Context: an optimization exercise on an open-source flow, tuned for small area, a short achievable clock period and few clock cycles. The choices shown serve that exercise and are no tape-out recipe.
Function was checked by simulation only, so behaviour that the tests miss may differ from the original.
Power figures rest on the tool's default switching activity, not on a simulated workload.

$ cat flow/flow/run.sh
#!/bin/bash
# Own layout flow: the standard ORFS flow (standard.sh), with the standard
# synthesis run unchanged, then the layout steps run with our own port-buffer
# cell, clock-tree settings and a tighter setup target for timing repair.
# Each make run's full output goes to its own log file in the work folder.
set -euo pipefail
cd "$(dirname "$0")/.."

bash standard.sh synth > make_synth.log 2>&1

bash standard.sh \
  "BUFFER_PORTS_ARGS=-buffer_cell sky130_fd_sc_hd__buf_2" \
  "CTS_ARGS=-sink_clustering_enable -repair_clock_nets -sink_clustering_size 32 -sink_clustering_max_diameter 60 -buf_list sky130_fd_sc_hd__clkbuf_16" \
  "SETUP_SLACK_MARGIN=8.5" \
  finish > make_layout.log 2>&1
$ cat flow/standard.sh
#!/bin/bash
# synth_recipe.tcl (not shown) runs the flow's synth.tcl, then flattens the netlist and writes it again
# the make line also repeats each setting of config.mk as NAME=value (left out here)
make -C /OpenROAD-flow-scripts/flow DESIGN_CONFIG=/design/flow/config.mk WORK_HOME=/design/flow/orfs CLKGATE_MAP_FILE= SYNTH_SCRIPT=/design/flow/synth_recipe.tcl "${@:-finish}"
$ cat flow/config.mk
export PLATFORM = sky130hd
export DESIGN_NAME = kiri_tx_encoder
export DESIGN_NICKNAME = kiri_tx_encoder
export VERILOG_FILES = /design/flow/design.v
export SDC_FILE = /design/flow/constraint.sdc
export NUM_CORES = 4
export LEC_CHECK = 0
export CAP_MARGIN = 20
export CORE_MARGIN = 2
export CORE_UTILIZATION = 60
export PLACE_DENSITY = 0.7
export SLEW_MARGIN = 20
$ cat flow/design.v
module kiri_tx_encoder (
    input  wire       clk,
    input  wire       rst,           
    input  wire       start,
    output wire       start_ready,
    input  wire [7:0] dst,
    input  wire [7:0] src,
    input  wire [8:0] len,           
    input  wire       in_valid,
    output wire       in_ready,
    input  wire [7:0] in_data,
    output wire       out_valid,
    input  wire       out_ready,
    output wire [7:0] out_data
);
    localparam [2:0] Q_IDLE  = 3'd0,    
                     Q_DST   = 3'd1,
                     Q_SRC   = 3'd2,
                     Q_PAY   = 3'd3,
                     Q_CRCH  = 3'd4,
                     Q_CRCL  = 3'd5,
                     Q_DELIM = 3'd6;
    function [15:0] crc16_byte;
        input [15:0] crc_in;
        input [7:0]  b;
        reg   [15:0] c;
        integer      i;
        begin
            c = crc_in ^ {b, 8'h00};
            for (i = 0; i < 8; i = i + 1)
                c = c[15] ? ((c << 1) ^ 16'h1021) : (c << 1);
            crc16_byte = c;
        end
    endfunction
    reg  [9*256-1:0] ring;           
    wire [8:0]       s0 = ring[8:0];
    reg  [7:0] hoff;                 
    reg  [7:0] toff;                 
    reg  [7:0] ooff;                 
    reg        open;                 
    reg        emp;                  
    reg        full;                 
    reg        h_at0;                
    reg        t_at0;                
    reg        o_at0;                
    wire [255:0] zv;
    genvar g;
    generate
        for (g = 0; g < 256; g = g + 1) begin : zbits
            if (g >= 1 && g <= 254)
                assign zv[g] = ring[9*g + 8];
            else if (g == 255)
                assign zv[g] = 1'b1;     
            else
                assign zv[g] = 1'b0;
        end
    endgenerate
    function [8:0] first_one;        
        input [255:0] v;
        reg   [255:0] f;             
        reg   [127:0] a1; reg [127:0] i1;
        reg   [63:0]  a2; reg [127:0] i2;
        reg   [31:0]  a3; reg [95:0]  i3;
        reg   [15:0]  a4; reg [63:0]  i4;
        reg   [7:0]   a5; reg [39:0]  i5;
        reg   [3:0]   a6; reg [23:0]  i6;
        reg   [1:0]   a7; reg [13:0]  i7;
        reg           a8; reg [7:0]   i8;
        integer n;
        begin
            for (n = 0; n < 128; n = n + 1) begin
                a1[n] = v[2*n] | v[2*n+1];
                i1[n] = ~v[2*n];
            end
            for (n = 0; n < 64; n = n + 1) begin
                a2[n] = a1[2*n] | a1[2*n+1];
                i2[2*n +: 2] = a1[2*n] ? {1'b0, i1[2*n]} : {1'b1, i1[2*n+1]};
            end
            for (n = 0; n < 32; n = n + 1) begin
                a3[n] = a2[2*n] | a2[2*n+1];
                i3[3*n +: 3] = a2[2*n] ? {1'b0, i2[4*n +: 2]} : {1'b1, i2[4*n+2 +: 2]};
            end
            for (n = 0; n < 16; n = n + 1) begin
                a4[n] = a3[2*n] | a3[2*n+1];
                i4[4*n +: 4] = a3[2*n] ? {1'b0, i3[6*n +: 3]} : {1'b1, i3[6*n+3 +: 3]};
            end
            for (n = 0; n < 8; n = n + 1) begin
                a5[n] = a4[2*n] | a4[2*n+1];
                i5[5*n +: 5] = a4[2*n] ? {1'b0, i4[8*n +: 4]} : {1'b1, i4[8*n+4 +: 4]};
            end
            for (n = 0; n < 4; n = n + 1) begin
                a6[n] = a5[2*n] | a5[2*n+1];
                i6[6*n +: 6] = a5[2*n] ? {1'b0, i5[10*n +: 5]} : {1'b1, i5[10*n+5 +: 5]};
            end
            for (n = 0; n < 2; n = n + 1) begin
                a7[n] = a6[2*n] | a6[2*n+1];
                i7[7*n +: 7] = a6[2*n] ? {1'b0, i6[12*n +: 6]} : {1'b1, i6[12*n+6 +: 6]};
            end
            a8 = a7[0] | a7[1];
            i8 = a7[0] ? {1'b0, i7[6:0]} : {1'b1, i7[13:7]};
            first_one = {a8, i8};
        end
    endfunction
    wire [8:0] fo   = first_one(zv);
    wire [7:0] code = fo[7:0];
    reg        ov;                   
    reg  [7:0] od;                   
    reg  [7:0] od_n;                 
    reg        sv;                   
    reg  [7:0] sd;
    wire rd       = h_at0 && !emp && !sv && !(s0[8] && !s0[0] && o_at0);
    wire adv      = !ov || out_ready;    
    wire [7:0] rd_byte = !s0[8] ? s0[7:0] : (s0[0] ? 8'h00 : code);
    assign out_valid = ov;
    assign out_data  = od;
    reg  [2:0] q;                    
    reg        pend_n;               
    reg  [7:0] dst_r;
    reg  [7:0] src_r;
    reg  [8:0] owe;                  
    reg  [15:0] crc;
    reg  [7:0] run;                  
    reg        split;                
    reg        hv;                   
    reg  [7:0] h0;
    reg        in_rdy;
    reg        srdy;
    assign start_ready = srdy;
    assign in_ready    = in_rdy;
    wire take = in_valid && in_rdy;
    reg        have;                 
    reg  [7:0] raw;                  
    always @* begin
        have = 1'b1;
        raw  = 8'h00;
        case (q)
            Q_IDLE:  have = !pend_n;
            Q_DST:   raw  = dst_r;
            Q_SRC:   raw  = src_r;
            Q_PAY:   begin have = hv || take; raw = hv ? h0 : in_data; end
            Q_CRCH:  raw  = crc[15:8];
            Q_CRCL:  raw  = crc[7:0];
            default: raw  = 8'h00;
        endcase
        if (split) have = 1'b1;
    end
    wire tail_here = t_at0 && (!full || rd);
    wire ins       = tail_here && have;
    wire is_raw    = !split && (q == Q_DST || q == Q_SRC || q == Q_PAY ||
                                q == Q_CRCH || q == Q_CRCL);
    wire raw_zero  = (raw == 8'h00);
    wire       n_bound = !(is_raw && !raw_zero);            
    wire       n_delim = !split && (q == Q_DELIM);
    wire       n_open  = n_bound && !n_delim;               
    wire [8:0] n_slot  = n_bound ? {1'b1, 7'd0, n_delim} : {1'b0, raw};
    wire pay_ins = ins && !split && (q == Q_PAY);
    wire direct  = pay_ins && !hv;
    wire store   = take && !direct;
    wire hv_n    = hv ? !pay_ins : store;
    wire [8:0] owe_n = take ? owe - 9'd1 : ((start && srdy) ? len : owe);
    wire split_n = ins ? (!n_bound && !split && (run == 8'd253)) : split;
    reg  [2:0] q_n;
    reg        pend_n_n;
    always @* begin
        q_n      = q;
        pend_n_n = pend_n && !(start && srdy);
        if (ins && !split) begin
            case (q)
                Q_IDLE:  q_n = Q_DST;
                Q_DST:   q_n = Q_SRC;
                Q_SRC:   begin
                             q_n      = (owe == 9'd0) ? Q_CRCH : Q_PAY;
                             pend_n_n = 1'b1;
                         end
                Q_PAY:   if (hv ? (owe == 9'd0) : (owe == 9'd1)) q_n = Q_CRCH;
                Q_CRCH:  q_n = Q_CRCL;
                Q_CRCL:  q_n = Q_DELIM;
                default: q_n = Q_IDLE;
            endcase
        end
    end
    always @(posedge clk) begin
        ring <= {ins ? n_slot : s0, ring[9*256-1:9]};
    end
    always @(posedge clk) begin
        if (store) h0 <= in_data;
        if (start && srdy) begin
            dst_r <= dst;
            src_r <= src;
        end
        if (ins && !split) begin
            if (q == Q_DST)
                crc <= crc16_byte(16'hFFFF, raw);
            else if (q == Q_SRC || q == Q_PAY)
                crc <= crc16_byte(crc, raw);
        end
        od <= adv ? (sv ? sd : rd_byte) : ~od_n;
        if (adv) od_n <= ~(sv ? sd : rd_byte);
        if (rd && !adv) sd <= rd_byte;
    end
    always @(posedge clk) begin
        if (rst) begin
            hoff   <= 8'd0;
            toff   <= 8'd0;
            ooff   <= 8'd0;
            open   <= 1'b0;
            emp    <= 1'b1;
            full   <= 1'b0;
            h_at0  <= 1'b1;
            t_at0  <= 1'b1;
            o_at0  <= 1'b0;
            ov     <= 1'b0;
            sv     <= 1'b0;
            q      <= Q_IDLE;
            pend_n <= 1'b1;
            owe    <= 9'd0;
            run    <= 8'd0;
            split  <= 1'b0;
            hv     <= 1'b0;
            in_rdy <= 1'b0;
            srdy   <= 1'b1;
        end else begin
            hoff  <= emp ? (ins ? 8'd255 : 8'd0) :
                     rd ? 8'd0 : hoff - 8'd1;
            h_at0 <= emp ? !ins : (rd || hoff == 8'd1);
            toff  <= (ins || emp) ? 8'd0 : toff - 8'd1;
            t_at0 <= ins || emp || (toff == 8'd1);
            ooff  <= (ins && n_open) ? 8'd255 : ooff - 8'd1;
            o_at0 <= (ins && n_bound) ? 1'b0 : (open && ooff == 8'd1);
            if (ins && n_bound) open <= n_open;
            if (ins && !rd) begin
                emp  <= 1'b0;
                full <= !emp && (hoff == 8'd1);
            end else if (rd && !ins) begin
                emp  <= (toff == 8'd1);
                full <= 1'b0;
            end
            if (adv) begin
                ov <= sv || rd;
                sv <= 1'b0;
            end else if (rd) begin
                sv <= 1'b1;
            end
            pend_n <= pend_n_n;
            q      <= q_n;
            owe    <= owe_n;
            hv     <= hv_n;
            split  <= split_n;
            if (ins) run <= (n_bound || split) ? 8'd0 : run + 8'd1;
            in_rdy <= (q_n == Q_PAY) && (owe_n != 9'd0) && !hv_n && !split_n;
            srdy   <= pend_n_n && (q_n != Q_PAY);
        end
    end
endmodule
$ cat flow/constraint.sdc
create_clock -name core_clock -period 12.0 [get_ports {clk}]
set_input_delay 2.4000 -clock core_clock [delete_from_list [all_inputs] [get_ports {clk}]]
set_output_delay 2.4000 -clock core_clock [all_outputs]
set_load 0.01 [all_outputs]
==> impl_results.md, run 1 <==
* Status: timing/DRC/antenna clean
* Clock transition at path regs at 0.11 ns
* Top-count cell post-synth: dfxtp_1
* DR WL/cell at 13.68 µm
* Worst setup endpoint: full$_SDFFE_PP0P_
* Initial Utilization at 0.6025
* Hold Path Class: register to register
* Worst EP arrival at approximately 4.3 ns
* Peak VDD IR at around 0.00018 V
* Crit-path max FO at 4
* Worst-skew pair later-pin latency at ~0.7 ns
* H-tree depth at 3
* Initial antenna violation count at 4
* Setup TNS at 0 ns
* Row count at between 100 and 150
* Register Area at 0.04913 mm²
* Measured slew at the worst slew-check pin at between 1 and 1.5 ns
* DRC at 0
* GP Congestion at ~0.8
* Reg2reg path depth at 9
* Tmin final at 3.630 ns
* Vias post-DR at roughly 22000
* Worst EP required at 12.65 ns
* Critical R2R Launch: ring[0]$_DFF_P_
* Synthesis Warnings at 1
* Top cells by area, synth: dfxtp_1, edfxtp_1, a21oi_1
* Final setup vio count at 0
* MaxCap Viol Count at 0
* Max-slew headroom at 0.2691
* Synth area leader: dfxtp_1
* Unrepaired setup endpoints after global routing: yes
* Crit path kind: primary input to register
* Core Region at 0.09125 mm²
* P per Cell Area at 239.4 mW/mm²
* TritonCTS buffer count at 109
* Final total power at approximately 0.015 W
* CP Launch Type: primary input
* Height of the die at around 310 µm
* Fmax at 275.5 MHz
* Ports at 49
* Slew Viols, Final at 0
* Commonest cells post-synth: dfxtp_1, nor2_1, a21oi_1
* Full die area at about 0.094 mm²
* Fin Hold WS at 0.3176 ns
* Flop2flop setup slack at 8.63 ns
* Vias in the first global route at 21214
* Port bufs at 48
* GRT overflow at 0
* Final Hold Viols at 0
* Clk sinks at between 2000 and 2500
* Final wirelength at 66.30 mm
* Top cell type's share of synthesized area at 0.8627
* P_leak at 23.90 nW
* Largest net degree at the start of global routing at 42
* FF+latch count, synth at 2425
* Max clock buf depth at 3
* First-pass DRT Iterations at 5
* Distinct cells, synth at 84
* Layout cell share with drive strength beyond 1 at 0.09538
* DIE WIDTH at 306.7 µm
* Syn Inst Count at 3415
* Fraction of registers with async set/reset at 0
* Gr usage total at 0.1423
* Post-DP HPWL at 37.49 mm
* Clk root buf: clkbuf_16
* Clk_skew at about 0.027 ns
* Endpoint type of the worst setup path: register
* Sequential area share after synthesis at 0.8933
* EDFF count, synth at 56
* Layout area overhead at 11.39%
* Ant diodes at 0
* FILL cells at 6148
* Fin crit share at 0.3025
* Drt initial violations at 1300
* Net Count, Synth at 3465
* Critical R2R Capture: full$_SDFFE_PP0P_
* Mapped Area at 0.05497 mm²
* Routed vias/inst at around 4.6
* Hold Buf Count CTS at 0
* Synthesized area per cell at roughly 16 µm²
* First-pass GRT wire length at 109.1 mm
* Antenna viol nets, final at 0
* CTS tree: yes
* Final nets at 3628
* Crit path from: in_valid
* Top_reg_cell synth: dfxtp_1
* Multi-input gate area at 0.005809 mm²
==> critical path, cell delays in order <==
cell	delay, ns
buf_8	0.09
nand2_8	0.04
a32o_2	0.27
a221o_4	0.40
buf_6	0.14
inv_8	0.06
ha_4	0.20
or4b_4	0.53
a21oi_2	0.14
==> per-layer routing <==
layer | GRT usage | vias to the layer above | share of wire
li1 | - | 11554 | -
met1 | 0.2284 | 10379 | 0.56
met2 | 0.1892 | 335 | 0.37
met3 | 0.02943 | 140 | 0.040
met4 | 0.05005 | 0 | 0.030
met5 | 0 | - | 0
==> state kept, by name, summed over array words and instances (netlist names), 3 cells and up <==
name and count:
ring 2304, crc 16, owe 9, dst_r 8, h0 8, hoff 8, od 8, od_n 8
ooff 8, run 8, sd 8, src_r 8, toff 8, q 3
==> cells in the final DEF, fill, tap and decap left out, drive strengths merged, types with 23 or more instances in the layout <==
master	n
nand2	71
inv	114
mux2i	25
buf	79
nor3	37
nor2	154
xor2	23
o21ai	60
edfxtp	56
nor2b	25
clkbuf	111
o31ai	28
dfxtp	2369
clkinv	29
or4	23
a21oi	123
xnor2	40
nor4	64
==> power by group <==
part / leakage [nW] / internal (W) / switching (W)
registers: 19.7 / 0.00873 / 0.000269
clock network: 1.89 / 0.00194 / 0.00262
logic: 2.32 / 0.000514 / 0.000587
==> area by class of cell <==
cell class,count,area share
clock buffer,110,0.04495
timing repair buffer,80,0.009808
inverter,73,0.004659
multi-input combinational,889,0.09487
tap,1186,0.02423
clock inverter,82,0.01915
sequential,2425,0.8023
==> kinds of logic (layout without fill, tap and decap cells) <==
| group | count (synthesis) | after routing | share of synthesized area |
|---|---|---|---|
| and+or+nand+nor | 469 | 469 | 0.04447 |
| DFF | 2425 | 2425 | 0.8933 |
| muxes | 29 | 29 | 0.005576 |
| adders and majority gates | 12 | 12 | 0.002731 |
| AOI/OAI and AO/OA | 315 | 316 | 0.03676 |
| buffers and inverters | 102 | 345 | 0.007147 |
| xor gates and xnor gates | 63 | 63 | 0.01004 |
==> worst min path at each step <==
stage	cells past startpoint	to	from	slack, ns
5_1_grt	0	ring[1297]$_DFF_P_	ring[1306]$_DFF_P_	0.32
3_3_place_gp	0	ring[1560]$_DFF_P_	ring[1569]$_DFF_P_	0.31
6_report	0	ring[1434]$_DFF_P_	ring[1443]$_DFF_P_	0.32
3_5_place_dp	0	ring[1674]$_DFF_P_	ring[1683]$_DFF_P_	0.31
2_1_floorplan	0	ring[0]$_DFF_P_	ring[9]$_DFF_P_	0.31
4_1_cts	0	ring[1434]$_DFF_P_	ring[1443]$_DFF_P_	0.32
==> through the flow <==
| stage | cells | cell area, µm² | util | setup WS, ns |
|---|---|---|---|---|
| finish | 4845 | 61240 | 0.6711 | 8.370 |
| floorplan | 3415 | 55290 | - | 7.573 |
| CTS | 4831 | 61110 | 0.6697 | 8.339 |
| global placement | 4623 | 56850 | 0.6230 | 7.085 |
| global route | 4845 | 61240 | 0.6711 | 8.330 |
| detailed placement | 4623 | 56850 | 0.6230 | 7.062 |
==> timing repair <==
action                     in CTS  in global routing
gates cloned                    2                  0
setup endpoints to repair      77                 39
gates resized for setup        50                  7
pin swaps                       4                  9
buffers inserted               14                 14
Testbench counts, summed over its fixed seeds: cycles 24,994.
==> run 2, diff against run 1 <==
--- a/flow/design.v
+++ b/flow/design.v
@@ -32,7 +32,7 @@
             crc16_byte = c;
         end
     endfunction
-    reg  [9*256-1:0] ring;           
+    reg  [9*255-1:0] ring;           
     wire [8:0]       s0 = ring[8:0];
     reg  [7:0] hoff;                 
     reg  [7:0] toff;                 
@@ -159,6 +159,7 @@
     wire hv_n    = hv ? !pay_ins : store;
     wire [8:0] owe_n = take ? owe - 9'd1 : ((start && srdy) ? len : owe);
     wire split_n = ins ? (!n_bound && !split && (run == 8'd253)) : split;
+    wire n_close = ins && (n_bound || split_n);          
     reg  [2:0] q_n;
     reg        pend_n_n;
     always @* begin
@@ -180,7 +181,7 @@
         end
     end
     always @(posedge clk) begin
-        ring <= {ins ? n_slot : s0, ring[9*256-1:9]};
+        ring <= {ins ? n_slot : s0, ring[9*255-1:9]};
     end
     always @(posedge clk) begin
         if (store) h0 <= in_data;
@@ -220,14 +221,15 @@
             in_rdy <= 1'b0;
             srdy   <= 1'b1;
         end else begin
-            hoff  <= emp ? (ins ? 8'd255 : 8'd0) :
-                     rd ? 8'd0 : hoff - 8'd1;
+            hoff  <= emp ? (ins ? 8'd254 : 8'd0) :
+                     rd ? 8'd0 : (h_at0 ? 8'd254 : hoff - 8'd1);
             h_at0 <= emp ? !ins : (rd || hoff == 8'd1);
-            toff  <= (ins || emp) ? 8'd0 : toff - 8'd1;
+            toff  <= (ins || emp) ? 8'd0 : (t_at0 ? 8'd254 : toff - 8'd1);
             t_at0 <= ins || emp || (toff == 8'd1);
-            ooff  <= (ins && n_open) ? 8'd255 : ooff - 8'd1;
-            o_at0 <= (ins && n_bound) ? 1'b0 : (open && ooff == 8'd1);
-            if (ins && n_bound) open <= n_open;
+            ooff  <= (ins && n_open) ? 8'd254 :
+                     (ooff == 8'd0) ? 8'd254 : ooff - 8'd1;
+            o_at0 <= n_close ? 1'b0 : (open && ooff == 8'd1);
+            if (n_close) open <= ins && n_open;
             if (ins && !rd) begin
                 emp  <= 1'b0;
                 full <= !emp && (hoff == 8'd1);
--- a/flow/flow/run.sh
+++ b/flow/flow/run.sh
@@ -10,6 +10,6 @@
 
 bash standard.sh \
   "BUFFER_PORTS_ARGS=-buffer_cell sky130_fd_sc_hd__buf_2" \
-  "CTS_ARGS=-sink_clustering_enable -repair_clock_nets -sink_clustering_size 32 -sink_clustering_max_diameter 60 -buf_list sky130_fd_sc_hd__clkbuf_16" \
+  "CTS_ARGS=-sink_clustering_enable -repair_clock_nets -sink_clustering_size 32 -sink_clustering_max_diameter 80 -dont_use_dummy_load -buf_list sky130_fd_sc_hd__clkbuf_16" \
   "SETUP_SLACK_MARGIN=8.5" \
   finish > make_layout.log 2>&1
==> run 2 against run 1 <==
Effect of this change:
- still clean on timing, DRC and antenna
- clock power fell by 25%
- die area shrank 0.36%
- final area is 3.4% lower
- worst setup slack worse by 0.024 ns
- critical path type unchanged
- critical endpoint unchanged
- highest routed layer unchanged
==> impl_results.md, run 2 <==
* Status: timing/DRC/antenna clean
* Initial antenna violation count at 0 (-4)
* Initial Utilization at 0.6066 (+0.004159)
* Distinct cells, synth at 82 (-2.4%)
* Max reg flops at 2295 (-0.39%)
* Unrepaired setup endpoints after global routing: yes
* Tmin final at 3.654 ns (+0.02384 ns)
* Full die area at 0.09372 mm² (-0.36%)
* Top cells by area, synth: dfxtp_1, edfxtp_1, a21oi_1
* EDFF count, synth at 56 (unchanged)
* Post-DP HPWL at 43.00 mm (+15%)
* Endpoint type of the worst setup path: register
* Top_reg_cell synth: dfxtp_1
* Hold depth at 0 (unchanged)
* Clk_skew at 0.07876 ns (+0.05183 ns)
* Final wirelength at 72.40 mm (+9.2%)
* Sequential area share after synthesis at 0.8933 (about the same)
* Final nets at 3573 (-1.5%)
* Crit-path max FO at 9 (+5)
* TritonCTS buffer count at 87 (-20%)
* FF+latch count, synth at 2416 (-0.37%)
* Commonest cells post-synth: dfxtp_1, nor2_1, a21oi_1
* P per Cell Area at 228.1 mW/mm² (-4.7%)
* Fmax at 273.7 MHz (-0.65%)
* Ports at 49 (unchanged)
* Top-count cell post-synth: dfxtp_1
* Reg2reg path depth at 11 (+2)
* Drt initial violations at 1380 (+6.2%)
* Max clock buf depth at 3 (unchanged)
* FILL cells at 6163 (+0.24%)
* Flop2flop setup slack at 8.62 ns (about the same)
* Layout cell share with drive strength beyond 1 at 0.06790 (-0.02748)
* Fin Hold WS at 0.2772 ns (-0.04049 ns)
* Row count at 110 (-0.90%)
* P_leak at 22.96 nW (-3.9%)
* Critical R2R Capture: full$_SDFFE_PP0P_
* Peak VDD IR at 0.0001731 V (-2.8%)
* Core Region at 0.09029 mm² (-1.1%)
* Max-slew headroom at 0.4285 (+0.1594)
* DIE WIDTH at 306.1 µm (-0.18%)
* Final Hold Viols at 0 (unchanged)
* First-pass DRT Iterations at 5 (unchanged)
* Slew Viols, Final at 0 (unchanged)
* Antenna viol nets, final at 0 (unchanged)
* Fraction of registers with async set/reset at 0 (unchanged)
* DR WL/cell at 15.42 µm (+13%)
* Measured slew at the worst slew-check pin at 0.8573 ns (-0.2368 ns)
* Placed cell count at 4588 (-0.76%)
* MaxCap Viol Count at 0 (unchanged)
* Net Count, Synth at 3439 (-0.75%)
* Vias in the first global route at 22649 (+6.8%)
* CTS tree: yes
* Ant diodes at 0 (unchanged)
* Clock transition at path regs at 0.11 ns (about the same)
* Port bufs at 48 (unchanged)
* CP Launch Type: primary input
* Worst Hold Launch: ring[1964]$_DFF_P_
* Layout area overhead at 7.977%
* Hold Path Class: register to register
* Largest Register: ring
* Commonest non-fill, non-tap cell in the layout: dfxtp_1
* Mapped Area at 0.05477 mm² (-0.37%)
* GRT overflow at 0 (unchanged)
* Vias post-DR at 22397 (-0.049%)
* Final std cells w/o fill at 4696 (-3.1%)
* Critical R2R Launch: ring[8]$_DFF_P_
* Commonest non-fill, non-tap cells in the layout: dfxtp_1, nor2_1, a21oi_1, clkbuf_16, inv_1
* Worst EP arrival at 4.25 ns (-0.03 ns)
* First-pass GRT wire length at 118.3 mm (+8.5%)
* Worst-skew pair later-pin latency at 0.70 ns (-0.02 ns)
* Setup TNS at 0 ns (unchanged)
* Synth area leader: dfxtp_1
* Gr usage total at 0.1552 (+0.01289)
* Regs by FF count: ring (2295), crc (16), owe (9)
* Synthesized area per cell at 16.17 µm² (+0.43%)
* Routed vias/inst at 4.769 (+3.1%)
* Fin crit share at 0.3045 (+0.001987)
* Worst EP required at 12.60 ns (-0.05 ns)
* Height of the die at 306.1 µm (-0.18%)
* Top cell type's share of synthesized area at 0.8626 (about the same)
* GP Congestion at 0.8173 (-0.58%)
* Hold Path Sink: ring[1955]$_DFF_P_
* H-tree depth at 3 (unchanged)
* Clk root buf: clkbuf_16
* Synthesis Warnings at 1 (unchanged)
* Crit path kind: primary input to register
* DRC at 0 (unchanged)
* Final setup vio count at 0 (unchanged)
* Largest net degree at the start of global routing at 45 (+7.1%)
* Clk sinks at 2416 (-0.37%)
* Syn Inst Count at 3388 (-0.79%)
## run 2: cell types whose count changed after synthesis, sizes merged, moves of 6 or more
cell and delta:
dfxtp -9, nor2b +6, nor2 -19, o41ai +6
o21ai +6, nand3b +9, nand2 -7, nand3 -7
o31ai -6, inv -7, a21oi -14
## run 2: critical path, stage by stage
cell,delay (ns)
buf_4,0.12
nand2_8,0.06
a32o_1,0.27
a21o_1,0.20
buf_12,0.16
clkinv_8,0.07
ha_4,0.20
or4b_2,0.63
a21oi_2,0.13
## run 2: how the worst max path moves through the flow
stage	depth (start not counted)	start	to
after global routing	9	in_valid	full$_SDFFE_PP0P_
final	9	in_valid	full$_SDFFE_PP0P_
after detailed placement	9	in_valid	full$_SDFFE_PP0P_
after global placement	9	in_valid	full$_SDFFE_PP0P_
after floorplan	7	in_valid	crc[0]$_DFFE_PP_
after CTS	9	in_valid	full$_SDFFE_PP0P_
## run 2: kinds of logic (layout without fill, tap and decap cells)
| family | Yosys count | count (layout) | synth area share |
|---|---|---|---|
| buffers and inverters | 96 | 228 | 0.006945 |
| xor gates and xnor gates | 57 | 57 | 0.009115 |
| AOI/OAI and AO/OA | 320 | 320 | 0.03783 |
| and+or+nand+nor | 456 | 456 | 0.04420 |
| muxes | 30 | 30 | 0.005643 |
| DFF | 2416 | 2416 | 0.8933 |
| adders and majority gates | 13 | 13 | 0.002970 |
## run 2: where the power goes
part / leakage (nW) / internal, W / switching, W
registers: 19.7 / 0.00875 / 0.000304
logic: 2.24 / 0.000488 / 0.000539
clock network: 1.07 / 0.00131 / 0.00210
## run 2: layout make-up
cell class / count / area, µm² / share of cell area
timing repair buffer: 73 / 550.5 / 0.009309
clock buffer: 87 / 2177 / 0.03681
multi-input combinational: 876 / 5723 / 0.09677
inverter: 68 / 271.5 / 0.004591
sequential: 2416 / 48950 / 0.8276
tap: 1176 / 1471 / 0.02488
## run 2: what timing repair did
item,CTS,global route
pin swaps,8,8
cloned,1,0
setup buffers,8,12
endpoints found under the setup margin,55,39
gates resized for setup,49,10
hold buffers,0,0
## run 2: metrics by stage
step	setup slack, ns	instance area, µm²	utilization	total power (W)
2_1_floorplan	7.737	54930	-	0.009821
6_report	8.346	59140	0.6550	0.01349
4_1_cts	8.353	59000	0.6535	0.01357
3_3_place_gp	7.155	56520	0.6260	0.01004
3_5_place_dp	7.103	56530	0.6261	0.01010
5_1_grt	8.380	59140	0.6550	0.01405
## run 2: layer usage
layer,GRT usage,up-vias,share of wire
li1,-,11328,-
met1,0.2242,10591,0.50
met2,0.2396,341,0.43
met3,0.02876,137,0.036
met4,0.04879,0,0.027
met5,0,-,0
Testbench counts of run 2, summed over its fixed seeds: cycles 24,986.
==> run 3, diff against run 2 <==
--- a/flow/design.v
+++ b/flow/design.v
@@ -121,8 +121,8 @@
     reg  [15:0] crc;
     reg  [7:0] run;                  
     reg        split;                
-    reg        hv;                   
-    reg  [7:0] h0;
+    reg  [1:0] hc;                   
+    reg  [7:0] h0, h1;
     reg        in_rdy;
     reg        srdy;
     assign start_ready = srdy;
@@ -137,7 +137,7 @@
             Q_IDLE:  have = !pend_n;
             Q_DST:   raw  = dst_r;
             Q_SRC:   raw  = src_r;
-            Q_PAY:   begin have = hv || take; raw = hv ? h0 : in_data; end
+            Q_PAY:   begin have = (hc != 2'd0); raw = h0; end
             Q_CRCH:  raw  = crc[15:8];
             Q_CRCL:  raw  = crc[7:0];
             default: raw  = 8'h00;
@@ -153,10 +153,8 @@
     wire       n_delim = !split && (q == Q_DELIM);
     wire       n_open  = n_bound && !n_delim;               
     wire [8:0] n_slot  = n_bound ? {1'b1, 7'd0, n_delim} : {1'b0, raw};
-    wire pay_ins = ins && !split && (q == Q_PAY);
-    wire direct  = pay_ins && !hv;
-    wire store   = take && !direct;
-    wire hv_n    = hv ? !pay_ins : store;
+    wire pop = ins && !split && (q == Q_PAY);
+    wire [1:0] hc_n = hc + {1'b0, take} - {1'b0, pop};
     wire [8:0] owe_n = take ? owe - 9'd1 : ((start && srdy) ? len : owe);
     wire split_n = ins ? (!n_bound && !split && (run == 8'd253)) : split;
     wire n_close = ins && (n_bound || split_n);          
@@ -170,10 +168,10 @@
                 Q_IDLE:  q_n = Q_DST;
                 Q_DST:   q_n = Q_SRC;
                 Q_SRC:   begin
-                             q_n      = (owe == 9'd0) ? Q_CRCH : Q_PAY;
+                             q_n      = (owe == 9'd0 && hc == 2'd0) ? Q_CRCH : Q_PAY;
                              pend_n_n = 1'b1;
                          end
-                Q_PAY:   if (hv ? (owe == 9'd0) : (owe == 9'd1)) q_n = Q_CRCH;
+                Q_PAY:   if (owe == 9'd0 && hc == 2'd1) q_n = Q_CRCH;
                 Q_CRCH:  q_n = Q_CRCL;
                 Q_CRCL:  q_n = Q_DELIM;
                 default: q_n = Q_IDLE;
@@ -184,7 +182,13 @@
         ring <= {ins ? n_slot : s0, ring[9*255-1:9]};
     end
     always @(posedge clk) begin
-        if (store) h0 <= in_data;
+        if (pop) begin
+            h0 <= (hc == 2'd2) ? h1 : in_data;
+            if (hc == 2'd2) h1 <= in_data;
+        end else if (take) begin
+            if (hc == 2'd0) h0 <= in_data;
+            else            h1 <= in_data;
+        end
         if (start && srdy) begin
             dst_r <= dst;
             src_r <= src;
@@ -217,7 +221,7 @@
             owe    <= 9'd0;
             run    <= 8'd0;
             split  <= 1'b0;
-            hv     <= 1'b0;
+            hc     <= 2'd0;
             in_rdy <= 1'b0;
             srdy   <= 1'b1;
         end else begin
@@ -246,10 +250,10 @@
             pend_n <= pend_n_n;
             q      <= q_n;
             owe    <= owe_n;
-            hv     <= hv_n;
+            hc     <= hc_n;
             split  <= split_n;
             if (ins) run <= (n_bound || split) ? 8'd0 : run + 8'd1;
-            in_rdy <= (q_n == Q_PAY) && (owe_n != 9'd0) && !hv_n && !split_n;
+            in_rdy <= (owe_n != 9'd0) && (hc_n != 2'd2);
             srdy   <= pend_n_n && (q_n != Q_PAY);
         end
     end
--- a/flow/config.mk
+++ b/flow/config.mk
@@ -7,6 +7,6 @@
 export LEC_CHECK = 0
 export CAP_MARGIN = 20
 export CORE_MARGIN = 2
-export CORE_UTILIZATION = 60
-export PLACE_DENSITY = 0.7
+export CORE_UTILIZATION = 70
+export PLACE_DENSITY = 0.8
 export SLEW_MARGIN = 20
==> run 3 against run 2 <==
Effect of this change:
- worst setup slack better by 0.061 ns
- clock skew is 0.0018 ns higher
- die area is 13% lower
- final area is 0.21% higher
- first-iteration DRC count is 34% higher
- critical endpoint is now out_valid
- largest power group unchanged
- highest routed layer unchanged
==> impl_results.md, run 3 <==
* First-pass DRT Iterations at 7 (+2)
* Worst EP required at 9.60 ns (-3.00 ns)
* Hold Path Sink: ring[2219]$_DFF_P_
* Ant diodes at 0 (unchanged)
* CP Launch Type: register
* Tmin final at 3.593 ns (-0.06056 ns)
* Crit path from: ov$_SDFFE_PP0N_
* Max-slew headroom at 0.3894 (-0.03907)
* Final std cells w/o fill at 4592 (-2.2%)
* First-pass GRT wire length at 150.8 mm (+27%)
* Height of the die at 285.2 µm (-6.8%)
* Worst EP arrival at 1.19 ns (-3.06 ns)
* Largest net degree at the start of global routing at 43 (-4.4%)
* Ports at 49 (unchanged)
* Drt initial violations at 1854 (+34%)
* Crit path cell chain: buf_6
* Worst stage delay on the critical path at 0.43 ns (-0.20 ns)
* Sequential area share after synthesis at 0.8884 (-0.004888)
* Clk_skew at 0.08055 ns (+0.001795 ns)
* Peak VDD IR at 0.0001651 V (-4.6%)
* Critical R2R Launch: ring[8]$_DFF_P_
* Worst-skew pair later-pin latency at 0.68 ns (-0.02 ns)
* Crit-path max FO at 2 (-7)
* Clk sinks at 2425 (+0.37%)
* Synthesis Warnings at 1 (unchanged)
* Synthesized area per cell at 16.17 µm² (about the same)
* Top cells by area, synth: dfxtp_1, edfxtp_1, nor2_1
* Max clock buf depth at 3 (unchanged)
* Post-DP HPWL at 51.46 mm (+20%)
* P per Cell Area at 230.6 mW/mm² (+1.1%)
* Gr usage total at 0.2408 (+0.08563)
* Final Hold Viols at 0 (unchanged)
* Layout cell share with drive strength beyond 1 at 0.06494 (-0.002963)
* Measured slew at the worst slew-check pin at 0.9159 ns (+0.05860 ns)
* Flop2flop setup slack at 8.45 ns (-0.17 ns)
* Clock transition at path regs at 0.12 ns (about the same)
* CTS tree: yes
* Layout area overhead at 7.046%
* Clk root buf: clkbuf_16
* Unrepaired setup endpoints after global routing: yes
* GRT overflow at 0 (unchanged)
* TritonCTS buffer count at 87 (unchanged)
* Critical R2R Capture: full$_SDFFE_PP0P_
* Net Count, Synth at 3477 (+1.1%)
* Routed vias/inst at 5.201 (+9.1%)
* Hold Path Class: register to register
* Core Region at 0.07861 mm² (-13%)
* Fin crit share at 0.2994 (-0.005047)
* DIE WIDTH at 285.2 µm (-6.8%)
* Max reg flops at 2295 (unchanged)
* Crit-path slowest cell: dfxtp_4
* Top-count cell post-synth: dfxtp_1
* FF+latch count, synth at 2425 (+0.37%)
* DRC at 0 (unchanged)
* Largest Register: ring
* Reg2reg path depth at 7 (-4)
* Status: timing/DRC/antenna clean
* Crit path depth at 1 (-8)
* Port bufs at 48 (unchanged)
* Synth area leader: dfxtp_1
* Antenna viol nets, final at 0 (unchanged)
* MaxCap Viol Count at 0 (unchanged)
* Top cell type's share of synthesized area at 0.8537 (-0.008898)
* Top_reg_cell synth: dfxtp_1
* Setup TNS at 0 ns (unchanged)
* Worst Hold Launch: ring[2228]$_DFF_P_
* Endpoint type of the worst setup path: output port
* Syn Inst Count at 3424 (+1.1%)
* Critical path buffers and inverters at 1 (-2)
* H-tree depth at 3 (unchanged)
* Distinct cells, synth at 87 (+6.1%)
* Final setup vio count at 0 (unchanged)
* Crit path kind: register to output port
* EDFF count, synth at 64 (+14%)
* Hold depth at 0 (unchanged)
* Delay-heaviest family, CP: flip-flops
* Fmax at 278.3 MHz (+1.7%)
* Row count at 103 (-6.4%)
* Commonest cells post-synth: dfxtp_1, nor2_1, a21oi_1
* Regs by FF count: ring (2295), crc (16), owe (9)
* Initial antenna violation count at 3 (+3)
* Vias post-DR at 23884 (+6.6%)
* Mapped Area at 0.05537 mm² (+1.1%)
* DR WL/cell at 21.02 µm (+36%)
* GP Congestion at 0.8485 (+3.8%)
* Commonest non-fill, non-tap cell in the layout: dfxtp_1
* Fin Hold WS at 0.2786 ns (+0.001442 ns)
* Fraction of registers with async set/reset at 0 (unchanged)
* Slew Viols, Final at 0 (unchanged)
* Full die area at 0.08136 mm² (-13%)
* Commonest non-fill, non-tap cells in the layout: dfxtp_1, nor2_1, clkbuf_16, a21oi_1, o21ai_0
* P_leak at 23.06 nW (+0.41%)
* Final wirelength at 96.52 mm (+33%)
* Placed cell count at 4500 (-1.9%)
* Vias in the first global route at 25443 (+12%)
* Initial Utilization at 0.7043 (+0.09764)
* Final nets at 3597 (+0.67%)
[run 3: cell types whose count changed after synthesis, moves of 8 or more]
cell / before / now
mux2_2: 7 / 15
a31oi_1: 11 / 19
nor4_1: 64 / 56
a21boi_0: 3 / 11
a21oi_1: 109 / 86
mux2i_1: 23 / 15
edfxtp_1: 56 / 64
[run 3: cell type report]
type,count,area (µm²)
clock buffers,87,2177
fillers,4158,19350
inverters,70,282.8
multi-input cells,905,5911
flip-flops and latches,2425,49220
well taps,1050,1314
repair buffers,55,361.6
[run 3: kinds of logic (layout without fill, tap and decap cells)]
family          after synthesis  after routing  synth area share
mux                          30             30          0.005763
xor+xnor                     65             65           0.01042
flops                      2425           2425            0.8884
compound gates              318            318           0.03790
buf+inv                      94            212          0.006644
simple gates                477            477           0.04748
fa+ha+maj                    15             15          0.003390
[run 3: how the worst max path moves through the flow]
| stage | endpoint | slack, ns |
|---|---|---|
| 2_1_floorplan | in_rdy$_SDFF_PP0_ | 8.25 |
| 3_3_place_gp | in_rdy$_SDFF_PP0_ | 7.68 |
| 3_5_place_dp | in_rdy$_SDFF_PP0_ | 7.62 |
| 4_1_cts | full$_SDFFE_PP0P_ | 8.35 |
| 5_1_grt | full$_SDFFE_PP0P_ | 8.33 |
| 6_report | out_valid | 8.41 |
[run 3: what timing repair did]
| action | in CTS | in global routing |
|---|---|---|
| resized for setup | 31 | 8 |
| setup endpoints to repair | 32 | 50 |
| hold buffers | 0 | 0 |
| setup buffers | 2 | 3 |
| endpoints found under the hold margin | 0 | 0 |
[run 3: through the flow]
stage	total power, W	instance area [µm²]	utilization	worst slack (ns)
CTS	0.01372	59210	0.7532	8.350
finish	0.01367	59270	0.7539	8.407
detailed placement	0.01020	56910	0.7239	7.623
global route	0.01411	59270	0.7539	8.330
floorplan	0.009833	55470	-	8.246
global placement	0.01011	56910	0.7239	7.679
[run 3: layer usage]
metal  routed length (µm)  GRT usage  up-vias  part of all wire
li1                     -          -    11408                 -
met1                39190     0.2985    11613              0.41
met2                50510     0.4371      650              0.52
met3                 3535    0.03136      213             0.037
met4                 3286    0.07840        0             0.034
met5                    0          0        -                 0
[run 3: power breakdown]
group	internal [W]	switching, W	leakage [nW]	total, W
clock network	0.00132	0.00222	1.07	0.00354
registers	0.00877	0.000353	19.7	0.00912
logic	0.000404	0.000597	2.26	0.00100
total	0.0105	0.00317	23.1	0.0137
Testbench counts of run 3, summed over its fixed seeds: cycles 24,986.
==> run 4, diff against run 3 <==
--- a/flow/config.mk
+++ b/flow/config.mk
@@ -7,6 +7,6 @@
 export LEC_CHECK = 0
 export CAP_MARGIN = 20
 export CORE_MARGIN = 2
-export CORE_UTILIZATION = 70
-export PLACE_DENSITY = 0.8
+export CORE_UTILIZATION = 60
+export PLACE_DENSITY = 0.7
 export SLEW_MARGIN = 20
==> run 4 against run 3 <==
Effect of this change:
- still clean
- clock skew shrank 0.0089 ns
- final cell count grew 3.1%
- first-iteration DRC count shrank 31%
- worst setup slack gained 0.0063 ns
- wire length shrank 31%
- worst hold slack gained 0.020 ns
- critical path type unchanged
- critical endpoint unchanged
- highest routed layer is now met5
==> impl_results.md, run 4 <==
* Status: timing/DRC/antenna clean
* Fin crit share at 0.2989 (-0.0005292)
* Critical path buffers and inverters at 1 (unchanged)
* First-pass GRT wire length at 109.3 mm (-28%)
* Final setup vio count at 0 (unchanged)
* GP Congestion at 0.8388 (-1.1%)
* Initial antenna violation count at 1 (-2)
* Top-count cell post-synth: dfxtp_1
* Core Region at 0.09152 mm² (+16%)
* FF+latch count, synth at 2425 (unchanged)
* Row count at 111 (+7.8%)
* Vias post-DR at 22110 (-7.4%)
* Initial Utilization at 0.6049 (-0.09935)
* H-tree depth at 3 (unchanged)
* Multi-input gate area at 0.005892 mm² (-0.32%)
* Final worst slack at 8.413 ns (+0.006350 ns)
* Clock transition at path regs at 0.11 ns (about the same)
* DIE WIDTH at 307.8 µm (+7.9%)
* Fraction of registers with async set/reset at 0 (unchanged)
* Antenna viol nets, final at 0 (unchanged)
* Int Pwr at 0.01049 W (about the same)
* Measured slew at the worst slew-check pin at 0.8741 ns (-0.04177 ns)
* Unrepaired setup endpoints after global routing: yes
* Regs by FF count: ring (2295), crc (16), owe (9)
* Tmin final at 3.587 ns (-0.006350 ns)
* Worst stage delay on the critical path at 0.42 ns (about the same)
* P per Cell Area at 225.1 mW/mm² (-2.4%)
* Layout cell share with drive strength beyond 1 at 0.06565 (+0.0007172)
* Layout area overhead at 7.419%
* Ant diodes at 0 (unchanged)
* Worst EP required at 9.60 ns (about the same)
* Fmax at 278.8 MHz (+0.18%)
* Synthesized area per cell at 16.17 µm² (unchanged)
* Port bufs at 48 (unchanged)
* Setup TNS at 0 ns (unchanged)
* Synthesis Warnings at 1 (unchanged)
* CTS tree: yes
* Largest net degree at the start of global routing at 43 (unchanged)
* Final nets at 3604 (+0.19%)
* Height of the die at 307.8 µm (+7.9%)
* Commonest cells post-synth: dfxtp_1, nor2_1, a21oi_1
* FILL cells at 6351 (+53%)
* Largest Register: ring
* Pre-CTS WS at 7.563 ns (-0.06024 ns)
* Final std cells w/o fill at 4735 (+3.1%)
* Commonest non-fill, non-tap cells in the layout: dfxtp_1, nor2_1, clkbuf_16, a21oi_1, o21ai_0
* Synth area leader: dfxtp_1
* Hold Path Class: register to register
* Post-DP HPWL at 38.48 mm (-25%)
* Fin Hold WS at 0.2989 ns (+0.02028 ns)
* Sw frac at 0.2166 (-0.01565)
* Top cells by area, synth: dfxtp_1, edfxtp_1, nor2_1
* Crit path cell chain: buf_6
* Peak VDD IR at 0.0001685 V (+2.0%)
* Ports at 49 (unchanged)
* Crit path kind: register to output port
* Worst EP arrival at 1.19 ns (about the same)
* Net Count, Synth at 3477 (unchanged)
* TritonCTS buffer count at 87 (unchanged)
* Max clock buf depth at 3 (unchanged)
* Psw at 0.002900 W (-8.7%)
* Vias in the first global route at 21085 (-17%)
* Seq pwr share at 0.674 (+0.006)
* Clk root buf: clkbuf_16
* CP Launch Type: register
* GRT overflow at 0 (unchanged)
* Delay-heaviest family, CP: flip-flops
* Crit-path slowest cell: dfxtp_4
* DR WL/cell at 14.10 µm (-33%)
* Drt initial violations at 1286 (-31%)
* Distinct cells, synth at 87 (unchanged)
* Clk_skew at 0.07162 ns (-0.008932 ns)
* Register Area at 0.04922 mm² (about the same)
* Max-slew headroom at 0.4173 (+0.02785)
* Syn Inst Count at 3424 (unchanged)
* First-pass DRT Iterations at 5 (-2)
* Placed cell count at 4636 (+3.0%)
* Gr usage total at 0.1422 (-0.09865)
* Clk sinks at 2425 (unchanged)
* Top cell type's share of synthesized area at 0.8537 (unchanged)
* Sequential area share after synthesis at 0.8884 (unchanged)
* Max reg flops at 2295 (unchanged)
* MaxCap Viol Count at 0 (unchanged)
* P_leak at 23.08 nW (+0.12%)
* Clock share of power at 0.257 (-0.002)
* Final wirelength at 66.76 mm (-31%)
* Routed vias/inst at 4.669 (-10%)
* Comb power frac at 0.070 (-0.003)
* Endpoint type of the worst setup path: output port
* Hold Buf Count CTS at 0 (unchanged)
* Final Hold Viols at 0 (unchanged)
* Mapped Area at 0.05537 mm² (unchanged)
* DRC at 0 (unchanged)
* Crit-path max FO at 2 (unchanged)
* Slew Viols, Final at 0 (unchanged)
* Top_reg_cell synth: dfxtp_1
* Worst-skew pair later-pin latency at 0.68 ns (about the same)
* Commonest non-fill, non-tap cell in the layout: dfxtp_1
* EDFF count, synth at 64 (unchanged)
* Full die area at 0.09472 mm² (+16%)
-- run 4: timing repair --
action | in CTS | in global routing
setup buffers | 2 | 10
resized for setup | 32 | 4
endpoints found under the setup margin | 13 | 20
-- run 4: kinds of logic after synthesis --
group	share of synthesized area
simple gates	0.04748
mux	0.005763
buf+inv	0.006644
fa+ha+maj	0.003390
flops	0.8884
xor+xnor	0.01042
compound gates	0.03790
-- run 4: path summary, 6_finish.rpt --
kind	start	to	slack, ns	cells past startpoint
setup / recovery	ov$_SDFFE_PP0N_	out_valid	8.41	1
hold / removal	ring[94]$_DFF_P_	ring[85]$_DFF_P_	0.30	0
setup reg to reg	ring[0]$_DFF_P_	h1[5]$_DFFE_PP_	8.75	7
hold reg to reg	ring[94]$_DFF_P_	ring[85]$_DFF_P_	0.30	0
-- run 4: routing by layer --
layer | global-route usage | part of all wire
met4 | 0.04663 | 0.022
met5 | 0 | 0.00010
met1 | 0.2305 | 0.56
met3 | 0.02539 | 0.039
met2 | 0.1906 | 0.38
-- run 4: cell type report --
cell class              count  share of cell area
flip-flops and latches   2425              0.8277
multi-input cells         905             0.09907
inverters                  70            0.004755
clock buffers              87             0.03661
repair buffers             62            0.006964
well taps                1186             0.02495
-- run 4: power groups by stage --
stage                     sequential (W)  clock (W)  combinational [W]
after floorplan                  0.00910          0           0.000738
after global placement           0.00919          0           0.000888
after detailed placement         0.00919          0           0.000906
after CTS                        0.00903    0.00355           0.000924
after global routing             0.00909    0.00382            0.00104
final                            0.00902    0.00344           0.000934
-- run 4: per-stage QoR --
stage / utilization / power [W] / instance area [µm²]
floorplan: - / 0.009833 / 55470
global placement: 0.6237 / 0.01008 / 57080
detailed placement: 0.6237 / 0.01010 / 57080
CTS: 0.6488 / 0.01350 / 59380
global route: 0.6498 / 0.01395 / 59470
finish: 0.6498 / 0.01339 / 59470
==> run 5, diff against run 4 <==
--- a/flow/design.v
+++ b/flow/design.v
@@ -114,64 +114,56 @@
     assign out_valid = ov;
     assign out_data  = od;
     reg  [2:0] q;                    
-    reg        pend_n;               
-    reg  [7:0] dst_r;
-    reg  [7:0] src_r;
     reg  [8:0] owe;                  
     reg  [15:0] crc;
     reg  [7:0] run;                  
     reg        split;                
     reg  [1:0] hc;                   
-    reg  [7:0] h0, h1;
+    reg  [7:0] h0, h1;               
     reg        in_rdy;
     reg        srdy;
     assign start_ready = srdy;
     assign in_ready    = in_rdy;
+    wire req  = start && srdy;
     wire take = in_valid && in_rdy;
+    wire fifo_q = (q == Q_DST || q == Q_SRC || q == Q_PAY);
     reg        have;                 
     reg  [7:0] raw;                  
     always @* begin
         have = 1'b1;
-        raw  = 8'h00;
+        raw  = h0;
         case (q)
-            Q_IDLE:  have = !pend_n;
-            Q_DST:   raw  = dst_r;
-            Q_SRC:   raw  = src_r;
-            Q_PAY:   begin have = (hc != 2'd0); raw = h0; end
+            Q_IDLE:  have = (hc != 2'd0);
+            Q_DST, Q_SRC, Q_PAY:
+                     have = (hc != 2'd0);
             Q_CRCH:  raw  = crc[15:8];
             Q_CRCL:  raw  = crc[7:0];
-            default: raw  = 8'h00;
+            default: raw  = h0;
         endcase
         if (split) have = 1'b1;
     end
     wire tail_here = t_at0 && (!full || rd);
     wire ins       = tail_here && have;
-    wire is_raw    = !split && (q == Q_DST || q == Q_SRC || q == Q_PAY ||
-                                q == Q_CRCH || q == Q_CRCL);
+    wire is_raw    = !split && (fifo_q || q == Q_CRCH || q == Q_CRCL);
     wire raw_zero  = (raw == 8'h00);
     wire       n_bound = !(is_raw && !raw_zero);            
     wire       n_delim = !split && (q == Q_DELIM);
     wire       n_open  = n_bound && !n_delim;               
     wire [8:0] n_slot  = n_bound ? {1'b1, 7'd0, n_delim} : {1'b0, raw};
-    wire pop = ins && !split && (q == Q_PAY);
-    wire [1:0] hc_n = hc + {1'b0, take} - {1'b0, pop};
-    wire [8:0] owe_n = take ? owe - 9'd1 : ((start && srdy) ? len : owe);
+    wire pop = ins && !split && fifo_q;
+    wire [1:0] hc_n = req ? 2'd2 : hc + {1'b0, take} - {1'b0, pop};
+    wire [8:0] owe_n = take ? owe - 9'd1 : (req ? len : owe);
     wire split_n = ins ? (!n_bound && !split && (run == 8'd253)) : split;
     wire n_close = ins && (n_bound || split_n);          
     reg  [2:0] q_n;
-    reg        pend_n_n;
     always @* begin
-        q_n      = q;
-        pend_n_n = pend_n && !(start && srdy);
+        q_n = q;
         if (ins && !split) begin
             case (q)
                 Q_IDLE:  q_n = Q_DST;
                 Q_DST:   q_n = Q_SRC;
-                Q_SRC:   begin
-                             q_n      = (owe == 9'd0 && hc == 2'd0) ? Q_CRCH : Q_PAY;
-                             pend_n_n = 1'b1;
-                         end
-                Q_PAY:   if (owe == 9'd0 && hc == 2'd1) q_n = Q_CRCH;
+                Q_SRC, Q_PAY:
+                         q_n = (owe == 9'd0 && hc == 2'd1) ? Q_CRCH : Q_PAY;
                 Q_CRCH:  q_n = Q_CRCL;
                 Q_CRCL:  q_n = Q_DELIM;
                 default: q_n = Q_IDLE;
@@ -182,16 +174,15 @@
         ring <= {ins ? n_slot : s0, ring[9*255-1:9]};
     end
     always @(posedge clk) begin
-        if (pop) begin
+        if (req) begin
+            h0 <= dst;
+            h1 <= src;
+        end else if (pop) begin
             h0 <= (hc == 2'd2) ? h1 : in_data;
             if (hc == 2'd2) h1 <= in_data;
         end else if (take) begin
             if (hc == 2'd0) h0 <= in_data;
             else            h1 <= in_data;
-        end
-        if (start && srdy) begin
-            dst_r <= dst;
-            src_r <= src;
         end
         if (ins && !split) begin
             if (q == Q_DST)
@@ -217,7 +208,6 @@
             ov     <= 1'b0;
             sv     <= 1'b0;
             q      <= Q_IDLE;
-            pend_n <= 1'b1;
             owe    <= 9'd0;
             run    <= 8'd0;
             split  <= 1'b0;
@@ -247,14 +237,13 @@
             end else if (rd) begin
                 sv <= 1'b1;
             end
-            pend_n <= pend_n_n;
             q      <= q_n;
             owe    <= owe_n;
             hc     <= hc_n;
             split  <= split_n;
             if (ins) run <= (n_bound || split) ? 8'd0 : run + 8'd1;
             in_rdy <= (owe_n != 9'd0) && (hc_n != 2'd2);
-            srdy   <= pend_n_n && (q_n != Q_PAY);
+            srdy   <= (hc_n == 2'd0) && !(q_n == Q_DST || q_n == Q_SRC || q_n == Q_PAY);
         end
     end
 endmodule
--- a/flow/flow/run.sh
+++ b/flow/flow/run.sh
@@ -11,5 +11,5 @@
 bash standard.sh \
   "BUFFER_PORTS_ARGS=-buffer_cell sky130_fd_sc_hd__buf_2" \
   "CTS_ARGS=-sink_clustering_enable -repair_clock_nets -sink_clustering_size 32 -sink_clustering_max_diameter 80 -dont_use_dummy_load -buf_list sky130_fd_sc_hd__clkbuf_16" \
-  "SETUP_SLACK_MARGIN=8.5" \
+  "SETUP_SLACK_MARGIN=8.3" \
   finish > make_layout.log 2>&1
==> run 5 against run 4 <==
Effect of this change:
- clock skew decreased by 0.028 ns
- worst setup slack got worse by 0.038 ns
- global-route usage decreased by 0.39 points
- count of clock-buffer cells in the layout decreased by 2
- wire length decreased by 3.2%
- largest cell class unchanged
- largest power group unchanged
- highest routed layer unchanged
==> impl_results.md, run 5 <==
* Final wirelength at 64.64 mm (-3.2%)
* Worst-skew pair later-pin latency at 0.66 ns (-0.02 ns)
* Antenna viol nets, final at 0 (unchanged)
* FILL cells at 6321 (-0.47%)
* Syn Inst Count at 3403 (-0.61%)
* Largest family of logic cells by synthesized area: simple AND/OR/NAND/NOR gates
* Tmin final at 3.625 ns (+0.03793 ns)
* Cell area after layout at 0.05848 mm² (-1.7%)
* Height of the die at 305.8 µm (-0.65%)
* GP Congestion at 0.8287 (-1.2%)
* Delay-heaviest family, CP: flip-flops
* Status: timing/DRC/antenna clean
* Fraction of registers with async set/reset at 0 (unchanged)
* TritonCTS buffer count at 85 (-2.3%)
* Clk root buf: clkbuf_16
* DRC at 0 (unchanged)
* Net Count, Synth at 3453 (-0.69%)
* Max-slew headroom at 0.3231 (-0.09412)
* Top cells by area, synth: dfxtp_1, edfxtp_1, a21oi_1
* MaxCap Viol Count at 0 (unchanged)
* Drt initial violations at 1348 (+4.8%)
* Compound-Gate Fraction of Synth Area at 0.03865 (+0.0007561)
* Sequential area share after synthesis at 0.8911 (+0.002660)
* CTS tree: yes
* P_leak at 22.74 nW (-1.5%)
* Vias post-DR at 21844 (-1.2%)
* Commonest non-fill, non-tap cells in the layout: dfxtp_1, nor2_1, a21oi_1, clkbuf_16, o21ai_0
* Top-count cell post-synth: dfxtp_1
* Initial Utilization at 0.6061 (+0.001163)
* Top cell type's share of synthesized area at 0.8647 (+0.01099)
* Cell Area, Placed at 0.05628 mm² (-1.4%)
* Fmax at 275.9 MHz (-1.0%)
* Commonest non-fill, non-tap cell in the layout: dfxtp_1
* Ports at 49 (unchanged)
* Initial antenna violation count at 12 (+11)
* Crit-path max FO at 2 (unchanged)
* Reg2reg path depth at 11 (+4)
* P per Cell Area at 224.9 mW/mm² (about the same)
* Area share of fa/ha/maj cells after synthesis at 0.002748 (-0.0006419)
* Clk sinks at 2408 (-0.70%)
* Fin crit share at 0.3020 (+0.003161)
* Routed vias/inst at 4.654 (-0.34%)
* Synthesized area per cell at 16.06 µm² (-0.70%)
* GRT overflow at 0 (unchanged)
* Full die area at 0.09350 mm² (-1.3%)
* Hold Buf Count CTS at 0 (unchanged)
* Vias in the first global route at 20624 (-2.2%)
* EDFF count, synth at 48 (-25%)
* Multi-input gate area at 0.005617 mm² (-4.7%)
* Unrepaired setup endpoints after global routing: no
* Layout area overhead at 7.039%
* Final nets at 3569 (-0.97%)
* Synthesis Warnings at 1 (unchanged)
* Commonest cells post-synth: dfxtp_1, nor2_1, a21oi_1
* Max clock buf depth at 3 (unchanged)
* Final Hold Viols at 0 (unchanged)
* Simple-gate portion of the synthesized area at 0.04223 (-0.005253)
* Worst EP arrival at 1.22 ns (+0.03 ns)
* Setup TNS at 0 ns (unchanged)
* Placed cell count at 4603 (-0.71%)
* First-pass DRT Iterations at 6 (+1)
* Largest Register: ring
* Hold depth at 0 (unchanged)
* Mapped Area at 0.05464 mm² (-1.3%)
* Distinct cells, synth at 73 (-16%)
* Row count at 110 (-0.90%)
* Port bufs at 48 (unchanged)
* Crit path depth at 1 (unchanged)
* Gr usage total at 0.1383 (-0.003920)
* Post-synthesis mux area share at 0.008244 (+0.002481)
* Worst stage delay on the critical path at 0.42 ns (about the same)
* DR WL/cell at 13.77 µm (-2.3%)
* Critical path buffers and inverters at 1 (unchanged)
* Register Area at 0.04870 mm² (-1.1%)
* Crit-path slowest cell: dfxtp_2
* FF+latch count, synth at 2408 (-0.70%)
* Final setup vio count at 0 (unchanged)
* Core Region at 0.09015 mm² (-1.5%)
* H-tree depth at 3 (unchanged)
* Layout cell share with drive strength beyond 1 at 0.05402 (-0.01163)
* Top_reg_cell synth: dfxtp_1
* Worst EP required at 9.60 ns (about the same)
* DIE WIDTH at 305.8 µm (-0.65%)
* Clock transition at path regs at 0.11 ns (about the same)
* Synth area leader: dfxtp_1
* Clk_skew at 0.04355 ns (-0.02807 ns)
* Endpoint type of the worst setup path: output port
* Regs by FF count: ring (2295), crc (16), owe (9)
* CP Launch Type: register
* First-pass GRT wire length at 105.6 mm (-3.4%)
* Largest net degree at the start of global routing at 44 (+2.3%)
* Post-Synth XOR/XNOR Area at 0.01026 (-0.0001591)
* Crit path kind: register to output port
* Post-DP HPWL at 37.95 mm (-1.4%)
* Crit path cell chain: buf_2
* Max reg flops at 2295 (unchanged)
* Hold Path Class: register to register
* Final std cells w/o fill at 4694 (-0.87%)
* Slew Viols, Final at 0 (unchanged)
* Peak VDD IR at 0.0001588 V (-5.7%)
* Measured slew at the worst slew-check pin at 1.013 ns (+0.1391 ns)
* Share of the core filled with cells at 0.6488 (-0.001053)
## run 5: cell types whose count changed after synthesis, moves of 8 or more
cell	delta
nor4_1	+15
clkbuf_1	+8
nor3_1	-20
o31ai_1	-10
edfxtp_1	-16
nand2_1	-9
o22ai_1	+10
a21oi_1	+29
mux2i_1	+12
nor2_1	-8
o21bai_1	+13
## run 5: stage by stage
stage	worst slack, ns	power, W	hold WS [ns]
floorplan	8.303	0.009681	0.3096
global placement	7.753	0.009922	0.3101
detailed placement	7.741	0.009929	0.3121
CTS	8.310	0.01328	0.2901
global route	8.307	0.01373	0.2982
finish	8.375	0.01315	0.2954
## run 5: repair_timing
action                                  CTS  global route
buffers inserted                          0             5
endpoints found under the setup margin   47            21
pin swaps                                 0             2
cloned                                    0             0
resized for setup                         8             7
## run 5: cells by family (layout without fill, tap and decap cells)
| kind of cell | count (synthesis) | after routing |
|---|---|---|
| DFF | 2408 | 2408 |
| and+or+nand+nor | 440 | 440 |
| AOI/OAI and AO/OA | 339 | 339 |
| buffers and inverters | 97 | 211 |
| xor gates and xnor gates | 64 | 64 |
| muxes | 43 | 43 |
| adders and majority gates | 12 | 12 |
| other | 0 | 1 |
## run 5: metal layers
layer	wire, µm	up-vias	track usage
li1	-	11317	-
met1	35280	10099	0.2173
met2	24360	298	0.1874
met5	121	-	0
met3	3400	114	0.03286
met4	1479	16	0.04491
## run 5: final cells by class
type | instances | area share
sequential | 2408 | 0.8326
tap | 1176 | 0.02516
timing repair buffer | 57 | 0.005348
antenna | 1 | 0.00004279
clock buffer | 85 | 0.03637
inverter | 69 | 0.004428
multi-input combinational | 898 | 0.09604
## run 5: path summary, 6_finish.rpt
| check | start | endpoint | slack (ns) |
|---|---|---|---|
| setup / recovery | ov$_SDFFE_PP0N_ | out_valid | 8.38 |
| hold / removal | ring[927]$_DFF_P_ | ring[918]$_DFF_P_ | 0.30 |
| setup reg to reg | ring[8]$_DFF_P_ | in_rdy$_SDFF_PP0_ | 8.44 |
| hold reg to reg | ring[927]$_DFF_P_ | ring[918]$_DFF_P_ | 0.30 |
## run 5: where the power goes
group	switching [W]	internal (W)	total, W	leakage, nW
Combinational	0.000466	0.000369	0.000835	2.09
Clock	0.00208	0.00129	0.00336	1.05
Sequential	0.000273	0.00868	0.00896	19.6
Total	0.00282	0.0103	0.0132	22.7
Testbench counts of run 5, summed over its fixed seeds: cycles 24,986.
==> run 6, diff against run 5 <==
--- a/flow/flow/run.sh
+++ b/flow/flow/run.sh
@@ -11,5 +11,5 @@
 bash standard.sh \
   "BUFFER_PORTS_ARGS=-buffer_cell sky130_fd_sc_hd__buf_2" \
   "CTS_ARGS=-sink_clustering_enable -repair_clock_nets -sink_clustering_size 32 -sink_clustering_max_diameter 80 -dont_use_dummy_load -buf_list sky130_fd_sc_hd__clkbuf_16" \
-  "SETUP_SLACK_MARGIN=8.3" \
+  "SETUP_SLACK_MARGIN=8.5" \
   finish > make_layout.log 2>&1
==> run 6 against run 5 <==
Effect of this change:
- critical endpoint is now out_data[0]
- global-route usage rose by 0.14 points
- count of clock-buffer cells in the layout rose by 2
- clock skew rose by 0.039 ns
- worst setup slack improved by 0.047 ns
- final cell count barely moved
- synthesized cell count did not move
- non-clock buffer count fell by 2
- register-to-register slack improved by 0.20 ns
- critical path type unchanged
- worst hold slack barely moved
- final area rose by 0.36%
- sequential cell count did not move
- sequential share of layout area fell by 0.27 points
==> impl_results.md, run 6 <==
* Synthesized area per cell at 16.06 µm² (unchanged)
* Crit path kind: register to output port
* DR WL/cell at 13.93 µm (+1.1%)
* Crit-path max FO at 1 (-1)
* Top_reg_cell synth: dfxtp_1
* Clk_skew at 0.08254 ns (+0.03900 ns)
* Syn Inst Count at 3403 (unchanged)
* Sequential area share after synthesis at 0.8911 (unchanged)
* Final total power at 0.01323 W (+0.56%)
* Crit path cell chain: buf_6
* Unrepaired setup endpoints after global routing: yes
* Worst setup endpoint: out_data[0]
* Antenna viol nets, final at 0 (unchanged)
* Routed vias/inst at 4.659 (+0.12%)
* P per Cell Area at 225.4 mW/mm² (+0.20%)
* Final wirelength at 65.36 mm (+1.1%)
* Full die area at 0.09350 mm² (unchanged)
* Row count at 110 (unchanged)
* Largest Register: ring
* DRC at 0 (unchanged)
* Top cell type's share of synthesized area at 0.8647 (unchanged)
* Fmax at 279.5 MHz (+1.3%)
* GP Congestion at 0.8572 (+3.4%)
* Delay-heaviest family, CP: flip-flops
* Crit-path slowest cell: dfxtp_4
* H-tree depth at 3 (unchanged)
* Worst EP arrival at 1.18 ns (-0.04 ns)
* Hold Buf Count CTS at 0 (unchanged)
* CP Launch Type: register
* Top cells by area, synth: dfxtp_1, edfxtp_1, a21oi_1
* First-pass DRT Iterations at 7 (+1)
* Tmin final at 3.578 ns (-0.04659 ns)
* Height of the die at 305.8 µm (unchanged)
* Distinct cells, synth at 73 (unchanged)
* Clk root buf: clkbuf_16
* Drt initial violations at 1458 (+8.2%)
* Gr usage total at 0.1396 (+0.001359)
* FILL cells at 6321 (unchanged)
* Crit path depth at 1 (unchanged)
* Wire length on met2 at 24.68 mm (+1.3%)
* Final std cells w/o fill at 4693 (-0.021%)
* Worst EP required at 9.60 ns (about the same)
* Critical R2R Capture: sd[0]$_DFFE_PP_
* Layout cell share with drive strength beyond 1 at 0.05914 (+0.005118)
* Commonest cells post-synth: dfxtp_1, nor2_1, a21oi_1
* Status: timing/DRC/antenna clean
* Ant diodes at 0 (-1)
* Layout area overhead at 7.422%
* Largest net degree at the start of global routing at 44 (unchanged)
* Net Count, Synth at 3453 (unchanged)
* Peak VDD IR at 0.0001483 V (-6.7%)
* Setup TNS at 0 ns (unchanged)
* Reg2reg path depth at 7 (-4)
* Top-count cell post-synth: dfxtp_1
* Commonest non-fill, non-tap cell in the layout: dfxtp_1
* Synthesis Warnings at 1 (unchanged)
* EDFF count, synth at 48 (unchanged)
* Placed cell count at 4602 (-0.022%)
* First-pass GRT wire length at 106.6 mm (+0.94%)
* Slew Viols, Final at 0 (unchanged)
* Clock transition at path regs at 0.11 ns (about the same)
* Post-DP HPWL at 37.98 mm (about the same)
* Initial Utilization at 0.6061 (unchanged)
* P_leak at 22.81 nW (+0.32%)
* Met3 routed WL at 2.750 mm (-19%)
* Fraction of registers with async set/reset at 0 (unchanged)
* Final setup vio count at 0 (unchanged)
* Worst Hold Launch: ring[227]$_DFF_P_
* Crit path from: od[0]$_DFF_P_
* Endpoint type of the worst setup path: output port
* Ports at 49 (unchanged)
* M1 WL at 36.10 mm (+2.3%)
* Critical R2R Launch: ring[629]$_DFF_P_
* Measured slew at the worst slew-check pin at 1.052 ns (+0.03882 ns)
* FF+latch count, synth at 2408 (unchanged)
* Vias post-DR at 21866 (+0.10%)
* MaxCap Viol Count at 0 (unchanged)
* Synth area leader: dfxtp_1
* TritonCTS buffer count at 87 (+2.4%)
* GRT overflow at 0 (unchanged)
* Port bufs at 48 (unchanged)
* DIE WIDTH at 305.8 µm (unchanged)
* Clk sinks at 2408 (unchanged)
* Hold Path Class: register to register
* Fin crit share at 0.2982 (-0.003883)
* Critical path buffers and inverters at 1 (unchanged)
* Vias in the first global route at 20709 (+0.41%)
* CTS tree: yes
* Core Region at 0.09015 mm² (unchanged)
* Initial antenna violation count at 7 (-5)
* Flop2flop setup slack at 8.64 ns (+0.20 ns)
* Top Metal Used: met5
* Commonest non-fill, non-tap cells in the layout: dfxtp_1, nor2_1, a21oi_1, clkbuf_16, o21ai_0
* Max-slew headroom at 0.2972 (-0.02593)
* Final nets at 3569 (unchanged)
* Max clock buf depth at 3 (unchanged)
* Worst stage delay on the critical path at 0.38 ns (-0.04 ns)
* Worst-skew pair later-pin latency at 0.67 ns (about the same)
* Max reg flops at 2295 (unchanged)
* Final Hold Viols at 0 (unchanged)
* Regs by FF count: ring (2295), crc (16), owe (9)
* Mapped Area at 0.05464 mm² (unchanged)
run 6: cell type report:
class | count | area [µm²] | area share
sequential | 2408 | 48710 | 0.8299
multi-input combinational | 898 | 5692 | 0.09697
clock buffer | 87 | 2177 | 0.03709
tap | 1176 | 1471 | 0.02507
timing repair buffer | 55 | 381.6 | 0.006502
inverter | 69 | 260.3 | 0.004434
run 6: timing repair:
item                       4_1_cts  5_1_grt
gates resized for setup         32       14
setup endpoints to repair       61       52
buffers inserted                 4        0
pin swaps                        2        0
run 6: power by group:
part	total (W)	leakage [nW]	internal, W	switching [W]
Combinational	0.000860	2.14	0.000382	0.000478
Sequential	0.00896	19.6	0.00868	0.000274
Clock	0.00341	1.07	0.00131	0.00210
run 6: kinds of logic after synthesis:
kind of cell / Yosys count / share of synthesized area
flip-flops: 2408 / 0.8911
AND/OR/NAND/NOR: 440 / 0.04223
AO/OA/AOI/OAI: 339 / 0.03865
buffers and inverters: 97 / 0.006801
XOR/XNOR: 64 / 0.01026
multiplexers: 43 / 0.008244
adder cells (fa/ha/maj): 12 / 0.002748
run 6: metrics by stage:
stage / utilization / instance area [µm²] / setup slack (ns) / hold slack (ns)
floorplan: - / 54710 / 8.361 / 0.3096
global placement: 0.6247 / 56310 / 7.894 / 0.3098
detailed placement: 0.6247 / 56310 / 7.882 / 0.3121
CTS: 0.6504 / 58630 / 8.351 / 0.2936
global route: 0.6511 / 58690 / 8.360 / 0.3063
finish: 0.6511 / 58690 / 8.422 / 0.2954
run 6: worst min path at each step:
stage	endpoint	slack (ns)	depth (start not counted)
final	ring[218]$_DFF_P_	0.30	0
after global placement	ring[986]$_DFF_P_	0.31	0
after detailed placement	ring[1405]$_DFF_P_	0.31	0
after CTS	ring[218]$_DFF_P_	0.29	0
after global routing	ring[2242]$_DFF_P_	0.31	0
after floorplan	ring[0]$_DFF_P_	0.31	0
run 6: per-layer routing:
metal  GRT usage  vias up
li1            -    11317
met1      0.2224    10134
met2      0.1867      281
met3     0.02884      126
met4     0.05075        8
met5           0        -
